Background: an optimization exercise with open tools, aiming at small area, a short achievable clock period and few clock cycles per item. Do not read the settings as production practice.
The RTL was checked by simulation tests, not by an equivalence proof against the original design.
No activity file was given, so power comes from the tool's default toggle rates.

==> job 816: inputs <==
// zemu_bus
module zemu_bus (
    input  wire        clk,
    input  wire        rst,
    input  wire        req_valid,
    output wire        req_ready,
    input  wire [3:0]  req_op,
    input  wire [15:0] req_addr,
    input  wire [7:0]  req_data,
    output reg         resp_valid,
    output reg  [7:0]  resp_data,
    output reg         resp_err
);
export LEC_CHECK = 0
export CAP_MARGIN = 20
export CORE_MARGIN = 2
export CORE_UTILIZATION = 40
export SETUP_SLACK_MARGIN = 4.5
export SLEW_MARGIN = 20
create_clock -name core_clock -period 8.0 [get_ports {clk}]
run.sh (not shown) runs the stock make flow with config.mk's settings and CLKGATE_MAP_FILE= SYNTH_SCRIPT=/design/flow/synth_recipe.tcl, a recipe that flattens the netlist after the stock synthesis.
==> inputs of job 3505, as changes to job 816 <==
--- a/flow/design.v
+++ b/flow/design.v
@@ -84,15 +84,17 @@
     reg [127:0] mem;
     reg [3:0]   wr;
     reg [3:0]   rd;
     reg         full;
     wire [3:0] wr_next = wr + 1'b1;
     wire [3:0] rd_next = rd + 1'b1;
     assign empty = (wr == rd) && !full;
-    zemu_andor #(.N(16)) u_rd (.sel(16'd1 << rd), .d(mem), .q(head));
+    wire [15:0] rd_sel;
+    zemu_dec #(.W(4)) u_rd_dec (.x(rd), .y(rd_sel));
+    zemu_andor #(.N(16)) u_rd (.sel(rd_sel), .d(mem), .q(head));
     genvar g;
     generate
         for (g = 0; g < 16; g = g + 1) begin : row
             always @(posedge clk)
                 if (push && wr == g)
                     mem[g*8 +: 8] <= push_data;
         end
@@ -145,14 +147,27 @@
             grp = 8'h00;
             for (i = 0; i < NA; i = i + 1)
                 grp = grp | (d[(j*NA+i)*8 +: 8] & {8{sa[i]}});
             q = q | (grp & {8{sb[j]}});
         end
     end
 endmodule
+module zemu_dec #(
+    parameter W = 3
+) (
+    input  wire [W-1:0]      x,
+    output wire [(1<<W)-1:0] y
+);
+    genvar i;
+    generate
+        for (i = 0; i < (1 << W); i = i + 1) begin : d
+            assign y[i] = (x == i);
+        end
+    endgenerate
+endmodule
 module zemu_serial (
     input  wire       clk,
     input  wire       rst,
     input  wire       cpu_rd_in,      
     input  wire       cpu_wr_out,     
     input  wire [7:0] wdata,
     output wire [7:0] in_data,        
@@ -221,28 +236,25 @@
     input  wire       wr_lba3,       
     input  wire       wr_cmd,        
     input  wire [7:0] wdata,
     output wire [7:0] data_out,      
     output wire       rd_ok,         
     output wire       busy,          
     output wire       fault,         
-    input  wire       use_state,
     input  wire       host_wr,
     input  wire [7:0] host_sector,
     input  wire [7:0] host_offset,
     output wire [7:0] host_rdata,    
     output wire       host_range_err
 );
     reg         z0, z1, z2, z3;      
     reg  [1:0]  sec;                 
     reg         act;                 
     reg         wmode;               
     reg  [3:0]  off;
-    reg  [1:0]  rsec;                
-    reg  [15:0] saved;               
     reg  [127:0] sbuf;
     reg  [511:0] store;
     wire lba_ok      = z0 && z1 && z2 && z3;
     wire read_phase  = act && !wmode;
     wire write_phase = act && wmode;
     wire last_byte   = (off == 4'd15);
     wire rd_fault  = rd_data && !read_phase;
@@ -251,64 +263,69 @@
     wire cmd_write = wr_cmd && (wdata == 8'h30);
     assign fault   = rd_fault || wr_fault || (cmd_read && !lba_ok);
     assign busy    = act;
     assign rd_ok   = read_phase;
     wire host_ok = (host_sector[7:2] == 6'd0) && (host_offset[7:4] == 4'd0);
     assign host_range_err = !host_ok;
     wire [5:0] haddr = {host_sector[1:0], host_offset[3:0]};
-    wire [5:0] raddr = use_state ? {rsec, off} : haddr;
-    wire [7:0] sa = 8'd1 << raddr[2:0];
-    wire [7:0] sb = 8'd1 << raddr[5:3];
+    wire [7:0] sa, sb;
+    zemu_dec #(.W(3)) u_sa (.x(haddr[2:0]), .y(sa));
+    zemu_dec #(.W(3)) u_sb (.x(haddr[5:3]), .y(sb));
     wire [7:0] store_q;
     zemu_andor2 #(.NA(8), .NB(8)) u_store_rd (.sa(sa), .sb(sb), .d(store), .q(store_q));
-    wire [7:0] sbuf_q;
-    zemu_andor #(.N(16)) u_sbuf_rd (.sel(16'd1 << off), .d(sbuf), .q(sbuf_q));
     assign host_rdata = store_q;
-    assign data_out   = saved[off] ? sbuf_q : store_q;
-    wire host_we = host_wr && host_ok;
-    wire data_we = wr_data && !wr_fault;
-    wire flush   = data_we && last_byte;
+    assign data_out   = sbuf[7:0];
+    wire host_we  = host_wr && host_ok;
+    wire data_we  = wr_data && !wr_fault;
+    wire flush    = data_we && last_byte;
     wire flush_nr = flush && !rst;
     wire [7:0] wdata_nr = rst ? 8'h00 : wdata;
-    wire cow     = host_we && read_phase && (host_sector[1:0] == rsec) &&
-                   !saved[host_offset[3:0]];
-    wire [7:0] sbuf_d = cow ? store_q : wdata;
+    wire load     = cmd_read && lba_ok;
+    wire shift    = (rd_data && read_phase) || data_we;
     genvar g;
     generate
         for (g = 0; g < 16; g = g + 1) begin : brow
+            wire [7:0] ld = store[(sec*16+g)*8 +: 8];
+            wire [7:0] sh;
+            if (g == 15) begin : top
+                assign sh = wdata;
+            end else begin : mid
+                assign sh = sbuf[(g+1)*8 +: 8];
+            end
             always @(posedge clk)
-                if ((data_we && off == g) || (cow && host_offset[3:0] == g))
-                    sbuf[g*8 +: 8] <= sbuf_d;
+                if (load || shift)
+                    sbuf[g*8 +: 8] <= load ? ld : sh;
         end
         for (g = 0; g < 16; g = g + 1) begin : scol
-            wire [7:0] d = (flush_nr && g != 15) ? sbuf[g*8 +: 8] : wdata_nr;
+            wire [7:0] d;
+            if (g == 15) begin : last
+                assign d = wdata_nr;
+            end else begin : buffered
+                assign d = flush_nr ? sbuf[(g+1)*8 +: 8] : wdata_nr;
+            end
             genvar s;
             for (s = 0; s < 4; s = s + 1) begin : srow
                 wire we = (host_we && haddr == s*16 + g) || (flush && sec == s);
                 always @(posedge clk)
                     if (rst || we)
                         store[(s*16+g)*8 +: 8] <= d;
             end
         end
     endgenerate
     always @(posedge clk) begin
-        if (cmd_read && lba_ok) begin
+        if (load) begin
             wmode <= 1'b0;
             off   <= 4'd0;
-            rsec  <= sec;
-            saved <= 16'd0;
         end else begin
             if (cmd_write) begin
                 wmode <= 1'b1;
                 off   <= 4'd0;
             end
             if ((rd_data && read_phase) || data_we)
                 off <= off + 1'b1;
-            if (cow)
-                saved[host_offset[3:0]] <= 1'b1;
         end
     end
     always @(posedge clk) begin
         if (rst) begin
             z0  <= 1'b1;
             z1  <= 1'b1;
             z2  <= 1'b1;
@@ -319,15 +336,15 @@
             if (wr_lba0) begin
                 z0  <= (wdata[7:2] == 6'd0);
                 sec <= wdata[1:0];
             end
             if (wr_lba1) z1 <= (wdata == 8'd0);
             if (wr_lba2) z2 <= (wdata == 8'd0);
             if (wr_lba3) z3 <= (wdata[4:0] == 5'd0);
-            if ((cmd_read && lba_ok) || cmd_write)
+            if (load || cmd_write)
                 act <= 1'b1;
             else if (((rd_data && read_phase) || data_we) && last_byte)
                 act <= 1'b0;
         end
     end
 endmodule
 module zemu_bus (
@@ -335,15 +352,15 @@
     input  wire        rst,
     input  wire        req_valid,
     output wire        req_ready,
     input  wire [3:0]  req_op,
     input  wire [15:0] req_addr,
     input  wire [7:0]  req_data,
     output reg         resp_valid,
-    output reg  [7:0]  resp_data,
+    output wire [7:0]  resp_data,
     output reg         resp_err
 );
     localparam OP_MEM_RD   = 4'd0;
     localparam OP_MEM_WR   = 4'd1;
     localparam OP_IO_RD    = 4'd2;
     localparam OP_IO_WR    = 4'd3;
     localparam OP_CLOCK    = 4'd4;
@@ -380,24 +397,28 @@
     wire p_ser_rdy = port == PORT_SER_READY;
     wire p_bd_data = port == PORT_BD_BASE + 8'd0;
     wire p_bd_stat = port == PORT_BD_BASE + 8'd7;
     wire rom_hit = (req_addr[15:6] == 10'h000);
     wire ram_hit = (req_addr[15:7] == 9'h100);
     wire [7:0] rom_data;
     zemu_rom u_rom (.addr(req_addr[5:0]), .data(rom_data));
-    wire [7:0]  ra = 8'd1 << req_addr[2:0];
-    wire [15:0] rb = 16'd1 << req_addr[6:3];
+    wire [7:0]  ra;
+    wire [15:0] rb;
+    zemu_dec #(.W(3)) u_ra (.x(req_addr[2:0]), .y(ra));
+    zemu_dec #(.W(4)) u_rb (.x(req_addr[6:3]), .y(rb));
     reg  [1023:0] ram;
     wire [7:0] ram_wd = rst ? 8'h00 : req_data;
     wire       ram_we = accept && op_mem_wr && ram_hit;
+    wire [15:0] rbw = (rb & {16{ram_we}}) | {16{rst}};
+    wire [7:0]  raw = ra | {8{rst}};
     genvar g;
     generate
         for (g = 0; g < 128; g = g + 1) begin : rrow
             always @(posedge clk)
-                if (rst || (ram_we && rb[g/8] && ra[g%8]))
+                if (rbw[g/8] && raw[g%8])
                     ram[g*8 +: 8] <= ram_wd;
         end
     endgenerate
     wire [15:0] rbg = rb & {16{op_mem_rd && ram_hit}};
     wire [7:0] ram_q;
     zemu_andor2 #(.NA(8), .NB(16)) u_ram_rd (.sa(ra), .sb(rbg), .d(ram), .q(ram_q));
     wire [7:0] ser_in_data, ser_get_data;
@@ -435,36 +456,38 @@
         .wr_lba3 (is_io_wr && port == PORT_BD_BASE + 8'd6),
         .wr_cmd  (is_io_wr && p_bd_stat),
         .wdata   (req_data),
         .data_out(bd_data),
         .rd_ok   (bd_rd_ok),
         .busy    (bd_busy),
         .fault   (bd_fault),
-        .use_state(req_op[1] && !req_op[2]),
         .host_wr (accept && op_wbyte),
         .host_sector(req_addr[15:8]),
         .host_offset(req_addr[7:0]),
         .host_rdata (bd_host_rdata),
         .host_range_err(bd_range_err)
     );
-    wire [7:0] rdata =
-          ram_q
-        | (rom_data      & {8{op_mem_rd && rom_hit}})
-        | (bd_host_rdata & {8{op_rbyte && !bd_range_err}})
+    wire [7:0] sto_d = bd_host_rdata & {8{op_rbyte && !bd_range_err}};
+    wire [7:0] oth_d =
+          (rom_data      & {8{op_mem_rd && rom_hit}})
         | (ser_get_data  & {8{op_get}})
         | (ser_in_data   & {8{io_rd && p_ser_in}})
         | (bd_data       & {8{io_rd && p_bd_data && bd_rd_ok}})
         | {1'b0, io_rd && p_bd_stat && !bd_busy, 2'b00,
            io_rd && p_bd_stat && bd_busy, 2'b00,
            (io_rd && p_ser_rdy && ser_ready) || (op_clock && tmr_nmi)};
     wire rerr = ((op_io_rd || op_io_wr) && !io_ok)
               || (io_rd && p_bd_data && !bd_rd_ok)
               || (io_wr && bd_fault)
               || (op_get && ser_get_empty)
               || ((op_rbyte || op_wbyte) && bd_range_err)
               || op_resv;
+    reg [7:0] ram_r, sto_r, oth_r;
+    assign resp_data = ram_r | sto_r | oth_r;
     always @(posedge clk) begin
         resp_valid <= accept && !rst;
-        resp_data  <= rdata;
         resp_err   <= rerr;
+        ram_r      <= ram_q;
+        sto_r      <= sto_d;
+        oth_r      <= oth_d;
     end
 endmodule
CORE_UTILIZATION = 45   (was 40)
CTS_CLUSTER_DIAMETER = 85   (was default)
CTS_CLUSTER_SIZE = 22   (was default)
==> inputs of job 487, as changes to job 816 <==
--- a/flow/design.v
+++ b/flow/design.v
@@ -221,28 +221,25 @@
     input  wire       wr_lba3,       
     input  wire       wr_cmd,        
     input  wire [7:0] wdata,
     output wire [7:0] data_out,      
     output wire       rd_ok,         
     output wire       busy,          
     output wire       fault,         
-    input  wire       use_state,
     input  wire       host_wr,
     input  wire [7:0] host_sector,
     input  wire [7:0] host_offset,
     output wire [7:0] host_rdata,    
     output wire       host_range_err
 );
     reg         z0, z1, z2, z3;      
     reg  [1:0]  sec;                 
     reg         act;                 
     reg         wmode;               
     reg  [3:0]  off;
-    reg  [1:0]  rsec;                
-    reg  [15:0] saved;               
     reg  [127:0] sbuf;
     reg  [511:0] store;
     wire lba_ok      = z0 && z1 && z2 && z3;
     wire read_phase  = act && !wmode;
     wire write_phase = act && wmode;
     wire last_byte   = (off == 4'd15);
     wire rd_fault  = rd_data && !read_phase;
@@ -251,64 +248,58 @@
     wire cmd_write = wr_cmd && (wdata == 8'h30);
     assign fault   = rd_fault || wr_fault || (cmd_read && !lba_ok);
     assign busy    = act;
     assign rd_ok   = read_phase;
     wire host_ok = (host_sector[7:2] == 6'd0) && (host_offset[7:4] == 4'd0);
     assign host_range_err = !host_ok;
     wire [5:0] haddr = {host_sector[1:0], host_offset[3:0]};
-    wire [5:0] raddr = use_state ? {rsec, off} : haddr;
-    wire [7:0] sa = 8'd1 << raddr[2:0];
-    wire [7:0] sb = 8'd1 << raddr[5:3];
+    wire [7:0] sa = 8'd1 << haddr[2:0];
+    wire [7:0] sb = 8'd1 << haddr[5:3];
     wire [7:0] store_q;
     zemu_andor2 #(.NA(8), .NB(8)) u_store_rd (.sa(sa), .sb(sb), .d(store), .q(store_q));
     wire [7:0] sbuf_q;
     zemu_andor #(.N(16)) u_sbuf_rd (.sel(16'd1 << off), .d(sbuf), .q(sbuf_q));
     assign host_rdata = store_q;
-    assign data_out   = saved[off] ? sbuf_q : store_q;
-    wire host_we = host_wr && host_ok;
-    wire data_we = wr_data && !wr_fault;
-    wire flush   = data_we && last_byte;
+    assign data_out   = sbuf_q;
+    wire host_we  = host_wr && host_ok;
+    wire data_we  = wr_data && !wr_fault;
+    wire flush    = data_we && last_byte;
     wire flush_nr = flush && !rst;
     wire [7:0] wdata_nr = rst ? 8'h00 : wdata;
-    wire cow     = host_we && read_phase && (host_sector[1:0] == rsec) &&
-                   !saved[host_offset[3:0]];
-    wire [7:0] sbuf_d = cow ? store_q : wdata;
+    wire load     = cmd_read && lba_ok;
     genvar g;
     generate
         for (g = 0; g < 16; g = g + 1) begin : brow
+            wire [7:0] ld = store[(sec*16+g)*8 +: 8];
             always @(posedge clk)
-                if ((data_we && off == g) || (cow && host_offset[3:0] == g))
-                    sbuf[g*8 +: 8] <= sbuf_d;
+                if (load || (data_we && off == g))
+                    sbuf[g*8 +: 8] <= load ? ld : wdata;
         end
         for (g = 0; g < 16; g = g + 1) begin : scol
             wire [7:0] d = (flush_nr && g != 15) ? sbuf[g*8 +: 8] : wdata_nr;
             genvar s;
             for (s = 0; s < 4; s = s + 1) begin : srow
                 wire we = (host_we && haddr == s*16 + g) || (flush && sec == s);
                 always @(posedge clk)
                     if (rst || we)
                         store[(s*16+g)*8 +: 8] <= d;
             end
         end
     endgenerate
     always @(posedge clk) begin
-        if (cmd_read && lba_ok) begin
+        if (load) begin
             wmode <= 1'b0;
             off   <= 4'd0;
-            rsec  <= sec;
-            saved <= 16'd0;
         end else begin
             if (cmd_write) begin
                 wmode <= 1'b1;
                 off   <= 4'd0;
             end
             if ((rd_data && read_phase) || data_we)
                 off <= off + 1'b1;
-            if (cow)
-                saved[host_offset[3:0]] <= 1'b1;
         end
     end
     always @(posedge clk) begin
         if (rst) begin
             z0  <= 1'b1;
             z1  <= 1'b1;
             z2  <= 1'b1;
@@ -319,15 +310,15 @@
             if (wr_lba0) begin
                 z0  <= (wdata[7:2] == 6'd0);
                 sec <= wdata[1:0];
             end
             if (wr_lba1) z1 <= (wdata == 8'd0);
             if (wr_lba2) z2 <= (wdata == 8'd0);
             if (wr_lba3) z3 <= (wdata[4:0] == 5'd0);
-            if ((cmd_read && lba_ok) || cmd_write)
+            if (load || cmd_write)
                 act <= 1'b1;
             else if (((rd_data && read_phase) || data_we) && last_byte)
                 act <= 1'b0;
         end
     end
 endmodule
 module zemu_bus (
@@ -335,15 +326,15 @@
     input  wire        rst,
     input  wire        req_valid,
     output wire        req_ready,
     input  wire [3:0]  req_op,
     input  wire [15:0] req_addr,
     input  wire [7:0]  req_data,
     output reg         resp_valid,
-    output reg  [7:0]  resp_data,
+    output wire [7:0]  resp_data,
     output reg         resp_err
 );
     localparam OP_MEM_RD   = 4'd0;
     localparam OP_MEM_WR   = 4'd1;
     localparam OP_IO_RD    = 4'd2;
     localparam OP_IO_WR    = 4'd3;
     localparam OP_CLOCK    = 4'd4;
@@ -435,36 +426,38 @@
         .wr_lba3 (is_io_wr && port == PORT_BD_BASE + 8'd6),
         .wr_cmd  (is_io_wr && p_bd_stat),
         .wdata   (req_data),
         .data_out(bd_data),
         .rd_ok   (bd_rd_ok),
         .busy    (bd_busy),
         .fault   (bd_fault),
-        .use_state(req_op[1] && !req_op[2]),
         .host_wr (accept && op_wbyte),
         .host_sector(req_addr[15:8]),
         .host_offset(req_addr[7:0]),
         .host_rdata (bd_host_rdata),
         .host_range_err(bd_range_err)
     );
-    wire [7:0] rdata =
-          ram_q
-        | (rom_data      & {8{op_mem_rd && rom_hit}})
-        | (bd_host_rdata & {8{op_rbyte && !bd_range_err}})
+    wire [7:0] sto_d = bd_host_rdata & {8{op_rbyte && !bd_range_err}};
+    wire [7:0] oth_d =
+          (rom_data      & {8{op_mem_rd && rom_hit}})
         | (ser_get_data  & {8{op_get}})
         | (ser_in_data   & {8{io_rd && p_ser_in}})
         | (bd_data       & {8{io_rd && p_bd_data && bd_rd_ok}})
         | {1'b0, io_rd && p_bd_stat && !bd_busy, 2'b00,
            io_rd && p_bd_stat && bd_busy, 2'b00,
            (io_rd && p_ser_rdy && ser_ready) || (op_clock && tmr_nmi)};
     wire rerr = ((op_io_rd || op_io_wr) && !io_ok)
               || (io_rd && p_bd_data && !bd_rd_ok)
               || (io_wr && bd_fault)
               || (op_get && ser_get_empty)
               || ((op_rbyte || op_wbyte) && bd_range_err)
               || op_resv;
+    reg [7:0] ram_r, sto_r, oth_r;
+    assign resp_data = ram_r | sto_r | oth_r;
     always @(posedge clk) begin
         resp_valid <= accept && !rst;
-        resp_data  <= rdata;
         resp_err   <= rerr;
+        ram_r      <= ram_q;
+        sto_r      <= sto_d;
+        oth_r      <= oth_d;
     end
 endmodule
CORE_UTILIZATION = 45   (was 40)
==> results.txt <==
|  | job 3505 | job 487 | job 816 |
|---|---|---|---|
| Run status | timing/DRC/antenna clean | timing/DRC/antenna clean | timing/DRC/antenna clean |
| WHS | 0.515 ns | 0.495 ns | 0.491 ns |
| Non-clock buffering overhead in the final layout | 0.0675 | 0.0371 | 0.0865 |
| Cell type of the slowest stage on the worst timing path | sky130_fd_sc_hd__nor4_4 | sky130_fd_sc_hd__mux4_2 | sky130_fd_sc_hd__a222oi_1 |
| Buf/Inv on CP | 4 | 5 | 6 |
| Post-Synthesis Mean Instance Area | 16.6 um^2 | 15.7 um^2 | 15.7 um^2 |
| Flip-flop and latch count after synthesis | 1,985 | 1,985 | 1,987 |
| Flop pwr share | 0.610 | 0.524 | 0.515 |
| Power per standard cell area | 212 nW/um^2 | 244 nW/um^2 | 235 nW/um^2 |
| Switching Fraction | 0.239 | 0.238 | 0.235 |
| Final Instance Count excl. Fillers | 7,585 | 7,917 | 8,363 |
| Met2 Track Usage GR | 0.447 | 0.473 | 0.429 |
| CP most frequent cell | sky130_fd_sc_hd__buf_4 | sky130_fd_sc_hd__buf_12 | sky130_fd_sc_hd__buf_12 |
| Latest clock arrival within the worst-skew pair | 0.79 ns | 0.88 ns | 0.86 ns |
| # resized after CTS | 316 | 330 | 559 |
| RD Place Congestion | 0.910 | 1.00 | 0.979 |
| CTS clk-pin slew, worst paths | 0.09 ns | 0.07 ns | 0.06 ns |
| Cell leakage power | 30.2 nW | 32.1 nW | 34.8 nW |
| End of the worst register-to-register path | u_bd.sbuf[7] | oth_r[5] | resp_data[0] |
Testbench counts of job 816, summed over its fixed seeds: cycles 48,008, items 48,000.
Testbench counts of job 3505, summed over its fixed seeds: cycles 48,008, items 48,000.
Testbench counts of job 487, summed over its fixed seeds: cycles 48,008, items 48,000.

## port drivers added, routing unchanged
The results above use ideal ports. As a check the final layouts listed here were re-extracted and re-timed, cells and wires unchanged. Step 1 (the two cells are an assumption about what drives the block):
set clk [get_ports {clk}]
set_driving_cell -lib_cell sky130_fd_sc_hd__clkbuf_16 $clk
set_driving_cell -lib_cell sky130_fd_sc_hd__buf_2 [delete_from_list [all_inputs] $clk]
Step 2 times the ports against the registers' clock, not the clock port: input delays grow and output delays shrink by t, the midpoint of the rising clock arrivals with the driver on. a / b / c = ideal ports / drivers / drivers and shift; a / b = the first two.
run | t (ns) | setup WS [ns] | worst hold slack (ns) | worst register clock-pin slew, ns | pins driven straight from the clock port
job 816 | 0.929 | 3.555 / 3.564 / 2.635 | 0.491 / 0.491 / 0.491 | 0.07 / 0.07 | 1
job 3505 | 0.852 | 4.376 / 4.341 / 3.489 | 0.515 / 0.515 / 0.515 | 0.11 / 0.11 | 1
job 487 | 0.947 | 4.378 / 4.308 / 3.361 | 0.495 / 0.495 / 0.495 | 0.07 / 0.07 | 1
After both steps setup and hold are still met in every run listed. For job 487, which loses most, drivers alone change the setup slack by -0.070 ns; drivers and shift together by -1.017 ns.
